Context: an optimization exercise on an open-source flow, tuned for small area, a short achievable clock period and few clock cycles. The choices shown serve that exercise and are no tape-out recipe. Only simulation tests tie the RTL to the original design; equivalence was not proved. No activity file was given, so power comes from the tool's default toggle rates.

==> job 3849: inputs <==
==> flow/design.v (excerpt) <==
module zs_codec (
    input             clk,
    input             rst,           
    input             host_req,
    input             host_we,
    input      [10:0] host_addr,
    input      [7:0]  host_wdata,
    output            host_ready,
    output reg        host_rvalid,
    output reg [7:0]  host_rdata,
    output            tx_valid,
    output     [31:0] tx_frame,      
    input             tx_ready
);
==> flow/config.mk <==
export PLATFORM = sky130hd
export DESIGN_NAME = zs_codec
export DESIGN_NICKNAME = zs_codec
export VERILOG_FILES = /design/flow/design.v
export SDC_FILE = /design/flow/constraint.sdc
export NUM_CORES = 8
export LEC_CHECK = 0
export ABC_CLOCK_PERIOD_IN_PS = 5000
export CAP_MARGIN = 25
export CORE_MARGIN = 2
export CORE_UTILIZATION = 50
export CTS_CLUSTER_DIAMETER = 70
export CTS_CLUSTER_SIZE = 30
export PLACE_DENSITY = 0.65
export SETUP_SLACK_MARGIN = 5
export SLEW_MARGIN = 25
==> flow/constraint.sdc <==
create_clock -name core_clock -period 10.0 [get_ports {clk}]
set_input_delay 2.0000 -clock core_clock [delete_from_list [all_inputs] [get_ports {clk}]]
set_output_delay 2.0000 -clock core_clock [all_outputs]
set_load 0.01 [all_outputs]
standard.sh (not shown) runs the stock make flow with config.mk's settings and CLKGATE_MAP_FILE= SYNTH_SCRIPT=/design/flow/synth_recipe.tcl, a recipe that flattens the netlist after the stock synthesis.
==> flow/flow/run.sh <==
#!/bin/bash
set -uo pipefail
MARGIN=6.8
REP=orfs/reports/sky130hd/zs_codec/base

clean_layout() {
  local r=$REP/6_finish.rpt
  [[ -f $r && -f $REP/drt_antennas.log ]] || return 1
  grep -q "^Net:" $REP/drt_antennas.log && return 1
  for k in "max slew" "max cap" "setup" "hold"; do
    grep -q "^$k violation count 0$" $r || return 1
  done
  return 0
}

attempt() {
  local n=$1; shift
  rm -f out/final.def
  bash standard.sh SETUP_SLACK_MARGIN=$MARGIN "$@" finish > flow_make_$n.log 2>&1
  local st=$?
  echo "standard.sh exit status $st" >> flow_make_$n.log
  [[ $st -eq 0 && -s out/final.def ]] || return 1
  if ! clean_layout; then
    echo "the layout has violations; trying again" >> flow_make_$n.log
    return 1
  fi
  return 0
}

attempt 1 && exit 0
mv orfs orfs_attempt1
attempt 2 PLACE_DENSITY=0.62 CORE_UTILIZATION=48 && exit 0
mv orfs orfs_attempt2
rm -f out/final.def
bash standard.sh SETUP_SLACK_MARGIN=$MARGIN PLACE_DENSITY=0.68 CORE_UTILIZATION=52 finish > flow_make_3.log 2>&1
st=$?
echo "standard.sh exit status $st" >> flow_make_3.log
exit $st
==> job 606 (differences from job 3849) <==
--- a/flow/design.v
+++ b/flow/design.v
@@ -226,13 +226,13 @@
     reg [7:0]  e0_dl, e1_dl;
     reg [4:0]  e0_oi;            
     reg        e0_ro;            
     reg        rdy_r;
     reg [7:0]  nk0, nk4;         
     assign host_ready = rdy_r;
-    wire acc = host_req && !e1_v && !rst;
+    wire acc = host_req && rdy_r && !rst;
     wire [10:0] ha     = host_addr;
     wire [5:0]  in_c;
     assign in_c[0] = (ha[10:4] == 7'h00);
     assign in_c[1] = (ha[10:8] == 3'h1) && (ha[7:0] < 8'd250);
     assign in_c[2] = (ha[10:8] == 3'h2);
     assign in_c[3] = (ha[10:8] == 3'h4) && (ha[7:2] == 6'd0);
@@ -372,13 +372,13 @@
     wire [1:0] q_cnt  = {1'b0, e0_v} + {1'b0, e1_v};
     wire [1:0] q_next = q_cnt - {1'b0, proc} + {1'b0, acc};
     always @(posedge clk) begin
         if (rst) begin
             e0_v  <= 1'b0;
             e1_v  <= 1'b0;
-            rdy_r <= 1'b1;
+            rdy_r <= 1'b0;
             nk0   <= 8'hFF;
             nk4   <= 8'hFB;
         end else begin
             nk0   <= nk0 - 8'd1;
             nk4   <= nk4 - 8'd1;
             rdy_r <= (q_next != 2'd2);
@@ -511,14 +511,13 @@
     reg        ak_pend;
     reg [1:0]  ak_cnt;
     wire       ak_fire = ak_pend && ((ak_cnt == 2'd0) || (ak_cnt == 2'd1 && proc));
     wire [7:0] wd       = e0_d;
     wire [8:0] il_wr    = a[0] ? {wd[0], ibuf_len_r[7:0]} : {ibuf_len_r[8], wd};
     wire [8:0] il_new   = (il_wr > 9'd256) ? 9'd256 : il_wr;
-    wire [7:0]  ack_c   = 8'h80 | {5'd0, arg_r[2:0]};
-    wire [15:0] ack_crc = crc_byte(16'h0000, ack_c);
+    wire [7:0] ack_c    = 8'h80 | {5'd0, arg_r[2:0]};
     wire [8:0] lk_p     = ibuf_len_r;
     wire       lk_fast  = sv && (sm == ibuf_len_r);
     wire       es_fast  = (len_r == 8'd0) || (pv && pm == len_r);
     wire [7:0] es_fold  = len_r ^ cmd0_r ^ cmd1_r;
     task complete;
         input [3:0] e;
@@ -664,18 +663,18 @@
                 ak_pend <= 1'b1;
                 ak_cnt  <= q_next;
             end else if (ak_pend) begin
                 if (ak_fire) begin
                     ak_pend    <= 1'b0;
                     hold_r     <= 1'b0;
-                    obc0       <= ack_c;
-                    obc1       <= ack_crc[15:8];
-                    obc2       <= ack_crc[7:0];
+                    obc0       <= txf_r[7:0];
+                    obc1       <= txf_r[15:8];
+                    obc2       <= txf_r[23:16];
                     obc3       <= 8'h7E;
                     obuf_len_r <= 9'd4;
-                    res_r      <= ack_crc;
+                    res_r      <= {txf_r[15:8], txf_r[23:16]};
                     complete(E_OK);
                 end else if (proc)
                     ak_cnt <= ak_cnt - 2'd1;
             end
             if (w_run && w_xib) begin
                 xg0 <= xgrp[0]; xg1 <= xgrp[1];
--- a/flow/flow/run.sh
+++ b/flow/flow/run.sh
@@ -1,9 +1,9 @@
 #!/bin/bash
 set -uo pipefail
-MARGIN=6.8
+MARGIN=7
 REP=orfs/reports/sky130hd/zs_codec/base
 
 clean_layout() {
   local r=$REP/6_finish.rpt
   [[ -f $r && -f $REP/drt_antennas.log ]] || return 1
   grep -q "^Net:" $REP/drt_antennas.log && return 1
==> reports/qor.txt <==
Area share of and/or/nand/nor cells after synthesis: 6.083%
Final clock-cell share: 4.588%
Leakage power: 80.67 nW
Outcome: complete, no violations
Final worst slack: 6565 ps
Post-Syn Area: 189800 sq um
Total number of vias: 109000
Post-placement setup slack: 5103 ps
Number of non-filler instances in the completed layout: 19880
Source of the figures above: job 3849

==> reports/qor.txt <==
Outcome: complete, no violations
Total number of vias: 108500
Chip width: 632.8 um
Final clock-cell share: 4.782%
Area share of and/or/nand/nor cells after synthesis: 5.976%
Number of non-filler instances in the completed layout: 20170
Leakage power: 82.42 nW
Post-placement setup slack: 4913 ps
Count of multi-input gates: 6881
Final worst slack: 6533 ps
Source of the figures above: job 606

Testbench counts of job 3849, summed over its fixed seeds: cycles 111,884.
Testbench counts of job 606, summed over its fixed seeds: cycles 111,884.


==> inputs of try-harbor <==
zs_codec, a different RTL version from the one above (not shown whole).
clock: 10.0 ns
lec_check: 0
abc_clock_period_in_ps: 3000
cap_margin: 20
core_margin: 2
core_utilization: 50
cts_cluster_diameter: 70
cts_cluster_size: 30
place_density: 0.65
setup_slack_margin: 5
slew_margin: 20
==> flow/flow/run.sh <==
#!/bin/bash
set -uo pipefail
MARGIN=7
REP=orfs/reports/sky130hd/zs_codec/base

clean_layout() {
  local r=$REP/6_finish.rpt
  [[ -f $r && -f $REP/drt_antennas.log ]] || return 1
  grep -q "^Net:" $REP/drt_antennas.log && return 1
  for k in "max slew" "max cap" "setup" "hold"; do
    grep -q "^$k violation count 0$" $r || return 1
  done
  return 0
}

attempt() {
  local n=$1; shift
  rm -f out/final.def
  bash standard.sh SETUP_SLACK_MARGIN=$MARGIN "$@" finish > flow_make_$n.log 2>&1
  local st=$?
  echo "standard.sh exit status $st" >> flow_make_$n.log
  [[ $st -eq 0 && -s out/final.def ]] || return 1
  if ! clean_layout; then
    echo "the layout has violations; trying again" >> flow_make_$n.log
    return 1
  fi
  return 0
}

attempt 1 && exit 0
mv orfs orfs_attempt1
attempt 2 PLACE_DENSITY=0.62 CORE_UTILIZATION=48 && exit 0
mv orfs orfs_attempt2
rm -f out/final.def
bash standard.sh SETUP_SLACK_MARGIN=$MARGIN PLACE_DENSITY=0.68 CORE_UTILIZATION=52 finish > flow_make_3.log 2>&1
st=$?
echo "standard.sh exit status $st" >> flow_make_3.log
exit $st
==> inputs of try-willow, as changes to try-harbor <==
--- a/flow/design.v
+++ b/flow/design.v
@@ -169,19 +169,18 @@
     reg [7:0]  obc0, obc1, obc2, obc3;       
     reg [7:0]  ibs0, ibs1, ibs2, ibs3, ibs4;  
     reg [8:0]  ibs1p4;                       
     reg [9:0]  ibs0p3, ibs1p5;               
     reg        frm_short, env_short;         
     reg [7:0]  pay0s;                        
     reg        hold_r;                       
-    reg        txv_r;                        
-    reg        txv_i;                        
-    reg        tx_arm, tx_arm2, tx_arm3;     
-    reg [2:0]  fa1, fa2, fa3;
-    reg        fa4, fn0, fn2;
+    reg        txv_r;
+    reg        tx_arm;                       
+    reg [2:0]  pend_a;                       
+    reg [31:0] txf_r;                        
     reg  [7:0]    ph;
     reg  [2047:0] ibr, payr, obr;
     wire [2047:0] ibr_n, payr_n, obr_n;
     wire [7:0] ib_cur  [0:31];    
     wire [7:0] ib_prt  [0:31];    
     wire [7:0] pay_cur [0:31];    
     wire [7:0] pay_nx  [0:31];    
@@ -226,27 +225,25 @@
     reg [5:0]  e0_c, e1_c;       
     reg [7:0]  e0_dl, e1_dl;
     reg [4:0]  e0_oi;            
     reg        e0_ro;            
     reg        rdy_r;
     reg [7:0]  nk0, nk4;         
     assign host_ready = rdy_r;
-    wire acc = host_req && !e1_v && !rst;
+    wire acc = host_req && rdy_r && !rst;
     wire [10:0] ha     = host_addr;
     wire [5:0]  in_c;
     assign in_c[0] = (ha[10:4] == 7'h00);
     assign in_c[1] = (ha[10:8] == 3'h1) && (ha[7:0] < 8'd250);
     assign in_c[2] = (ha[10:8] == 3'h2);
     assign in_c[3] = (ha[10:8] == 3'h4) && (ha[7:2] == 6'd0);
     assign in_c[4] = ((ha[10:8] == 3'h4) && (ha[7:2] != 6'd0)) ||
                      ((ha[10:8] == 3'h5) && (ha[7:2] == 6'd0));
     assign in_c[5] = (ha == 11'h000) && host_we;
-    wire [7:0]  in_dl0 = ha[7:0] + nk0;
-    wire [7:0]  in_dl4 = ha[7:0] + nk4;
-    wire [7:0]  in_dl  = (ha[9] | ha[10]) ? in_dl4 : in_dl0;
+    wire [7:0]  in_dl  = ha[7:0] + ((ha[9] | ha[10]) ? nk4 : nk0);
     wire [7:0]  a      = e0_a;
     wire        a_reg  = e0_c[0];
     wire        a_pay  = e0_c[1];
     wire        a_ib   = e0_c[2];
     wire        a_obc  = e0_c[3];
     wire        a_obr  = e0_c[4];
     wire        a_op   = e0_c[5];
@@ -272,27 +269,23 @@
     reg [15:0] mask;          
     reg [7:0]  xg0, xg1;
     reg [7:0]  xacc;
     reg [7:0]  fcs_r;
     wire w_run  = (w_st == W_RUN);
     wire w_arm  = (w_st == W_A1) || (w_st == W_A2);
     wire w_idle = (w_st == W_IDLE);
-    reg [2:0]  tq_pend;       
+    reg [1:0]  tq_st;         
     reg [7:0]  tq_dl;         
-    reg [1:0]  tq_v0;         
-    reg        tq_w;
     reg [4:0]  tq_port;
-    reg [1:0]  tq_vi;
-    wire [7:0] tq_val = (tq_vi == 2'd0) ? crc_r[15:8] :
-                        (tq_vi == 2'd1) ? crc_r[7:0]  :
-                        (tq_vi == 2'd2) ? 8'h7E : xacc;
-    wire       tq_idle = (tq_pend == 3'd0) && !tq_w;
-    wire [7:0] tq_dln  = tq_dl - 8'd1;
-    wire [2:0] tq_un   = 3'd0 - tq_dln[2:0];
-    wire       tq_fire = (tq_un < 3'd3) && tq_pend[tq_un[1:0]];
+    reg [1:0]  tq_cnt;
+    reg [1:0]  tq_v;          
+    wire [7:0] tq_val = (tq_v == 2'd0) ? crc_r[15:8] :
+                        (tq_v == 2'd1) ? crc_r[7:0]  :
+                        (tq_v == 2'd2) ? 8'h7E : xacc;
+    wire       tq_w   = (tq_st == 2'd2);
     reg        sv, sfv;
     reg  [8:0] sm;
     reg  [7:0] sx, sf, sfcs;
     reg [15:0] sc;
     reg        pv;
     reg  [7:0] pm;
     reg  [7:0] px;
@@ -375,26 +368,26 @@
     wire do_wr   = proc && e0_we && !hold_r;         
     wire issue   = do_wr && a_op;
     wire h_pay_w = do_wr && a_pay;
     wire h_ib_w  = do_wr && a_ib;
     wire [1:0] q_cnt  = {1'b0, e0_v} + {1'b0, e1_v};
     wire [1:0] q_next = q_cnt - {1'b0, proc} + {1'b0, acc};
     always @(posedge clk) begin
-        e0_dl <= e0_dl - 8'd1;
-        e1_dl <= e1_dl - 8'd1;
         if (rst) begin
             e0_v  <= 1'b0;
             e1_v  <= 1'b0;
-            rdy_r <= 1'b1;
+            rdy_r <= 1'b0;
             nk0   <= 8'hFF;
             nk4   <= 8'hFB;
         end else begin
             nk0   <= nk0 - 8'd1;
             nk4   <= nk4 - 8'd1;
             rdy_r <= (q_next != 2'd2);
+            e0_dl <= e0_dl - 8'd1;
+            e1_dl <= e1_dl - 8'd1;
             if (proc || !e0_v) begin
                 if (e1_v) begin
                     e0_v <= 1'b1; e0_we <= e1_we; e0_a <= e1_a; e0_d <= e1_d;
                     e0_oi <= op_index(e1_d);
                     e0_ro <= reg_only(op_index(e1_d));
                     e0_c <= e1_c; e0_dl <= e1_dl - 8'd1;
                     e1_v <= acc;
@@ -494,41 +487,30 @@
         end else if (fcs_take) begin
             ps_ring <= 2'd1; ps_port <= g_n[7:3] - ph[7:3];
         end else begin
             ps_ring <= a_pay ? 2'd0 : a_ib ? 2'd1 : 2'd2;
             ps_port <= a_port;
         end
     end
-    always @(posedge clk) begin
-        fa1 <= arg_r[2:0];
-        fa2 <= fa1;
-        fa3 <= fa2;
-        fa4 <= fa3[1];
-        fn0 <= ~arg_r[0];
-        fn2 <= ~arg_r[2];
-    end
-    wire [31:0] txf_r = {8'h7E,
-                         fn2, fa4, fa3[0], 1'b0, 1'b1, fa3[2], fa3[1], fa2[0],
-                         1'b1, fa2[2], fa2[1], fn0, 3'b000, 1'b1,
-                         1'b1, 4'b0000, fa1[2], fa1[1], fa1[0]};
+    wire [7:0]  ack_b   = 8'h80 | {5'd0, pend_a};
+    wire [15:0] ack_crc = crc_byte(16'h0000, ack_b);
     always @(posedge clk)
-        txv_r <= !rst && (tx_arm3 || (txv_r && !tx_ready));
+        txf_r <= {8'h7E, ack_crc[7:0], ack_crc[15:8], ack_b};
     always @(posedge clk)
-        txv_i <= !rst && (tx_arm3 || (txv_i && !tx_ready));
+        txv_r <= !rst && (tx_arm || (txv_r && !tx_ready));
     assign tx_valid = txv_r;
     assign tx_frame = txf_r;
-    wire   tx_acc   = !rst && txv_i && tx_ready;
+    wire   tx_acc   = !rst && txv_r && tx_ready;
     reg        ak_pend;
     reg [1:0]  ak_cnt;
     wire       ak_fire = ak_pend && ((ak_cnt == 2'd0) || (ak_cnt == 2'd1 && proc));
     wire [7:0] wd       = e0_d;
     wire [8:0] il_wr    = a[0] ? {wd[0], ibuf_len_r[7:0]} : {ibuf_len_r[8], wd};
     wire [8:0] il_new   = (il_wr > 9'd256) ? 9'd256 : il_wr;
-    wire [7:0]  ack_c   = 8'h80 | {5'd0, arg_r[2:0]};
-    wire [15:0] ack_crc = crc_byte(16'h0000, ack_c);
+    wire [7:0] ack_c    = 8'h80 | {5'd0, arg_r[2:0]};
     wire [8:0] lk_p     = ibuf_len_r;
     wire       lk_fast  = sv && (sm == ibuf_len_r);
     wire       es_fast  = (len_r == 8'd0) || (pv && pm == len_r);
     wire [7:0] es_fold  = len_r ^ cmd0_r ^ cmd1_r;
     task complete;
         input [3:0] e;
         begin
@@ -548,26 +530,21 @@
         end
     endtask
     task tail;
         input [7:0] lo;
         input [1:0] n;
         input [1:0] v;
         reg   [7:0] d;
-        reg   [2:0] u;
-        reg   [2:0] m;
         begin
-            d = lo - ph - 8'd1;           
-            u = 3'd0 - d[2:0];            
-            m = (n == 2'd3) ? 3'b111 : (n == 2'd2) ? 3'b011 : 3'b001;
-            tq_dl   <= d;
-            tq_v0   <= v;
-            tq_w    <= (u < {1'b0, n});
-            tq_port <= d[7:3] + {4'd0, (u != 3'd0)};
-            tq_vi   <= v + u[1:0];
-            tq_pend <= (u < {1'b0, n}) ? (m & ~(3'b001 << u)) : m;
+            d = lo - ph - 8'd1;
+            tq_cnt <= n;
+            tq_v   <= v;
+            tq_dl  <= d;
+            tq_port <= d[7:3];
+            tq_st  <= (d[2:0] == 3'd0) ? 2'd2 : 2'd1;
         end
     endtask
     always @(posedge clk) begin
         if (rst) begin
             op_r       <= 8'h00;
             err_r      <= E_OK;
             done_r     <= 1'b0;
@@ -581,26 +558,23 @@
             consumed_r <= 9'd0;
             ibuf_len_r <= 9'd0;
             obuf_len_r <= 9'd0;
             frm_short  <= 1'b1;
             env_short  <= 1'b1;
             hold_r     <= 1'b0;
             tx_arm     <= 1'b0;
-            tx_arm2    <= 1'b0;
-            tx_arm3    <= 1'b0;
             ak_pend    <= 1'b0;
             ak_cnt     <= 2'd0;
             g_op       <= G_NONE;
             w_st       <= W_IDLE;
             w_cpo      <= 1'b0;
             w_cpp      <= 1'b0;
             w_xib      <= 1'b0;
             reg_pend   <= 1'b0;
-            tq_pend    <= 3'd0;
-            tq_w       <= 1'b0;
+            tq_st      <= 2'd0;
             cr_st      <= 2'd0;
             crc_bv     <= 1'b0;
             xg0 <= 8'h00; xg1 <= 8'h00;
             sv         <= 1'b0;
             sfv        <= 1'b0;
             pv         <= 1'b0;
         end else begin
@@ -667,31 +641,29 @@
                     px <= wd;
                 end else if (pv && a[7:0] == pm) begin
                     pm <= pm + 8'd1;
                     px <= px ^ wd;
                 end else
                     pv <= 1'b0;
             end
-            tx_arm2 <= tx_arm;
-            tx_arm3 <= tx_arm2;
             if (tx_arm)
                 tx_arm <= 1'b0;
             if (tx_acc) begin
                 ak_pend <= 1'b1;
                 ak_cnt  <= q_next;
             end else if (ak_pend) begin
                 if (ak_fire) begin
                     ak_pend    <= 1'b0;
                     hold_r     <= 1'b0;
-                    obc0       <= ack_c;
-                    obc1       <= ack_crc[15:8];
-                    obc2       <= ack_crc[7:0];
+                    obc0       <= txf_r[7:0];
+                    obc1       <= txf_r[15:8];
+                    obc2       <= txf_r[23:16];
                     obc3       <= 8'h7E;
                     obuf_len_r <= 9'd4;
-                    res_r      <= ack_crc;
+                    res_r      <= {txf_r[15:8], txf_r[23:16]};
                     complete(E_OK);
                 end else if (proc)
                     ak_cnt <= ak_cnt - 2'd1;
             end
             if (w_run && w_xib) begin
                 xg0 <= xgrp[0]; xg1 <= xgrp[1];
             end else begin
@@ -757,30 +729,36 @@
                     w_st  <= W_IDLE;
                     w_cpo <= 1'b0;
                     w_cpp <= 1'b0;
                     w_xib <= 1'b0;
                 end
                 default: ;
             endcase
-            tq_dl   <= tq_dln;
-            tq_w    <= tq_fire;
-            tq_port <= tq_dln[7:3] + {4'd0, (tq_un != 3'd0)};
-            tq_vi   <= tq_v0 + tq_un[1:0];
-            if (tq_fire)
-                tq_pend[tq_un[1:0]] <= 1'b0;
+            if (tq_st == 2'd1) begin
+                tq_dl <= tq_dl - 8'd1;
+                if (tq_dl[2:0] == 3'd1) begin
+                    tq_st   <= 2'd2;
+                    tq_port <= tq_dl[7:3];
+                end
+            end else if (tq_st == 2'd2) begin
+                tq_v   <= tq_v + 2'd1;
+                tq_cnt <= tq_cnt - 2'd1;
+                if (tq_cnt == 2'd1)
+                    tq_st <= 2'd0;
+            end
             if (g_op != G_NONE) begin
                 case (g_op)
                     G_ENVSER: begin
                         if (!g_ph) begin
                             if (cr_st == 2'd0 && !cq1 && !cq2 && !crc_bv) begin
                                 tail(g_n, 2'd1, 2'd3);
                                 reg_pend <= 1'b0;
                                 g_ph     <= 1'b1;
                             end
-                        end else if (w_idle && tq_idle)
+                        end else if (w_idle && tq_st == 2'd0)
                             g_op <= G_NONE;
                     end
                     G_LINK: begin
                         if (!g_ph) begin
                             if (cr_st == 2'd0 && !cq1 && !cq2 && !crc_bv) begin
                                 res_r    <= crc_r;
                                 reg_pend <= 1'b0;
@@ -792,15 +770,15 @@
                                     default: ;
                                 endcase
                                 if (g_p >= 9'd3)
                                     tail(g_p[7:0] - 8'd3, 2'd3, 2'd0);
                                 else if (g_p != 9'd0)
                                     tail(8'd0, g_p[1:0], 2'd3 - g_p[1:0]);
                             end
-                        end else if (w_idle && tq_idle)
+                        end else if (w_idle && tq_st == 2'd0)
                             g_op <= G_NONE;
                     end
                     G_ENVFROM: begin
                         if (!g_ph) begin
                             if (w_idle) begin
                                 reg_pend <= 1'b0;
                                 if (fcs_r != xacc) begin
@@ -1068,14 +1046,15 @@
                         if (lk_p >= 9'd4) begin
                             w_cpo  <= 1'b1;
                             w_osrc <= OS_IB;
                             sweep(2'd0, lk_p - 9'd3);
                         end
                     end
                     I_LINK_ACK: begin
+                        pend_a   <= arg_r[2:0];
                         hold_r   <= 1'b1;
                         tx_arm   <= 1'b1;
                     end
                     I_LINK_PARSE: begin
                         res_r <= {9'd0, arg_r[6:4] + 3'd1, arg_r[3], arg_r[6:4]};
                         complete(E_OK);
                     end
==> flow/flow/run.sh (replaced) <==
#!/bin/bash
set -uo pipefail
bash standard.sh SETUP_SLACK_MARGIN=7 finish > flow_make.log 2>&1
status=$?
echo "standard.sh exit status $status" >> flow_make.log
exit $status
==> flow/config.mk (replaced) <==
export PLATFORM = sky130hd
export DESIGN_NAME = zs_codec
export DESIGN_NICKNAME = zs_codec
export VERILOG_FILES = /design/flow/design.v
export SDC_FILE = /design/flow/constraint.sdc
export NUM_CORES = 8
export LEC_CHECK = 0
export ABC_CLOCK_PERIOD_IN_PS = 3000
export CAP_MARGIN = 20
export CORE_MARGIN = 2
export CORE_UTILIZATION = 58
export CTS_CLUSTER_DIAMETER = 70
export CTS_CLUSTER_SIZE = 30
export PLACE_DENSITY = 0.72
export SETUP_SLACK_MARGIN = 5
export SLEW_MARGIN = 20
==> inputs of try-yarrow, as changes to try-harbor <==
--- a/flow/flow/run.sh
+++ b/flow/flow/run.sh
@@ -1,10 +1,10 @@
 #!/bin/bash
 set -uo pipefail
-MARGIN=7
+MARGIN=6.8
 REP=orfs/reports/sky130hd/zs_codec/base
 
 clean_layout() {
   local r=$REP/6_finish.rpt
   [[ -f $r && -f $REP/drt_antennas.log ]] || return 1
   grep -q "^Net:" $REP/drt_antennas.log && return 1
   for k in "max slew" "max cap" "setup" "hold"; do
==> flow/config.mk (replaced) <==
export PLATFORM = sky130hd
export DESIGN_NAME = zs_codec
export DESIGN_NICKNAME = zs_codec
export VERILOG_FILES = /design/flow/design.v
export SDC_FILE = /design/flow/constraint.sdc
export NUM_CORES = 8
export LEC_CHECK = 0
export ABC_CLOCK_PERIOD_IN_PS = 5000
export CAP_MARGIN = 25
export CORE_MARGIN = 2
export CORE_UTILIZATION = 50
export CTS_CLUSTER_DIAMETER = 70
export CTS_CLUSTER_SIZE = 30
export PLACE_DENSITY = 0.65
export SETUP_SLACK_MARGIN = 5
export SLEW_MARGIN = 25
==> impl_results.md <==
- Stages on worst setup path: 11
- WHS Endpoint: payr[439]
- Fin. max-slew vios: 5
- NonClk Buf Share: 4.722%
- Max-cap violations: 2
- DRT Pass-1 Iters: 9
- SO Faults: max-capacitance violations, max-slew violations
- Crit. End Element: flip-flop
- Status: complete, but fails checks
- CP Launch Point: g_n[1]
- Setup bufs post-CTS: 309
-- figures above: try-willow

==> impl_results.md <==
- I/O pin total: 67
- Crit. End Element: output pin
- Max-cap violations: 0
- Status: finished clean
- Fin. max-slew vios: 0
- Setup bufs post-CTS: 303
- WHS Endpoint: ibr[867]
- CP Launch Point: fa1[1]
- NonClk Buf Share: 4.135%
- DRT Pass-1 Iters: 6
-- figures above: try-harbor

==> impl_results.md <==
- Status: finished clean
- DRT Pass-1 Iters: 14
- Fin. max-slew vios: 0
- NonClk Buf Share: 2.506%
- Main power group: registers
- Setup bufs post-CTS: 135
- Stages on worst setup path: 1
- Layout cells sized above 1: 14.94%
- CP Launch Point: fa1[1]
- Max-cap violations: 0
-- figures above: try-yarrow

Testbench counts of try-harbor, summed over its fixed seeds: cycles 111,884.
Testbench counts of try-willow, summed over its fixed seeds: cycles 111,884.
Testbench counts of try-yarrow, summed over its fixed seeds: cycles 111,884.

static timing again, ports no longer ideal:
The flow's constraints put no driver on any port. The routed layouts listed below were extracted and timed again, unchanged, in two steps.
Step 1 (the two cells are an assumption about what drives the block):
set clk [get_ports {clk}]
set_driving_cell -lib_cell sky130_fd_sc_hd__clkbuf_16 $clk
set_driving_cell -lib_cell sky130_fd_sc_hd__buf_2 [delete_from_list [all_inputs] $clk]
Step 2 moves the port delays by t, midway between the first and last clock arrival at a register: inputs arrive t later, outputs are due t later. That takes back most of the time a late clock gives input paths.
Slacks: ideal ports / drivers / drivers and shift; pairs: ideal ports / drivers.
run | t, ns | slack for setup (ns) | worst hold slack (ns) | worst setup path after step 2 | cell pins on the clock port's net
job 3849 | 1.050 | 6.565 / 6.457 / 5.687 | 0.268 / 0.268 / 0.268 | input to register | 1
job 606 | 1.054 | 6.533 / 6.432 / 5.797 | 0.277 / 0.277 / 0.277 | input to register | 1
try-harbor | 1.062 | 6.578 / 6.470 / 5.661 | 0.273 / 0.273 / 0.273 | input to register | 1
try-willow | 1.062 | 6.388 / 6.388 / 5.557 | 0.305 / 0.305 / 0.305 | input to register | 1
try-yarrow | 1.062 | 6.554 / 6.448 / 5.738 | 0.291 / 0.291 / 0.291 | input to register | 1
The setup slack of try-harbor, which loses most, moves by -0.108 ns with the drivers and by -0.917 ns with both steps.
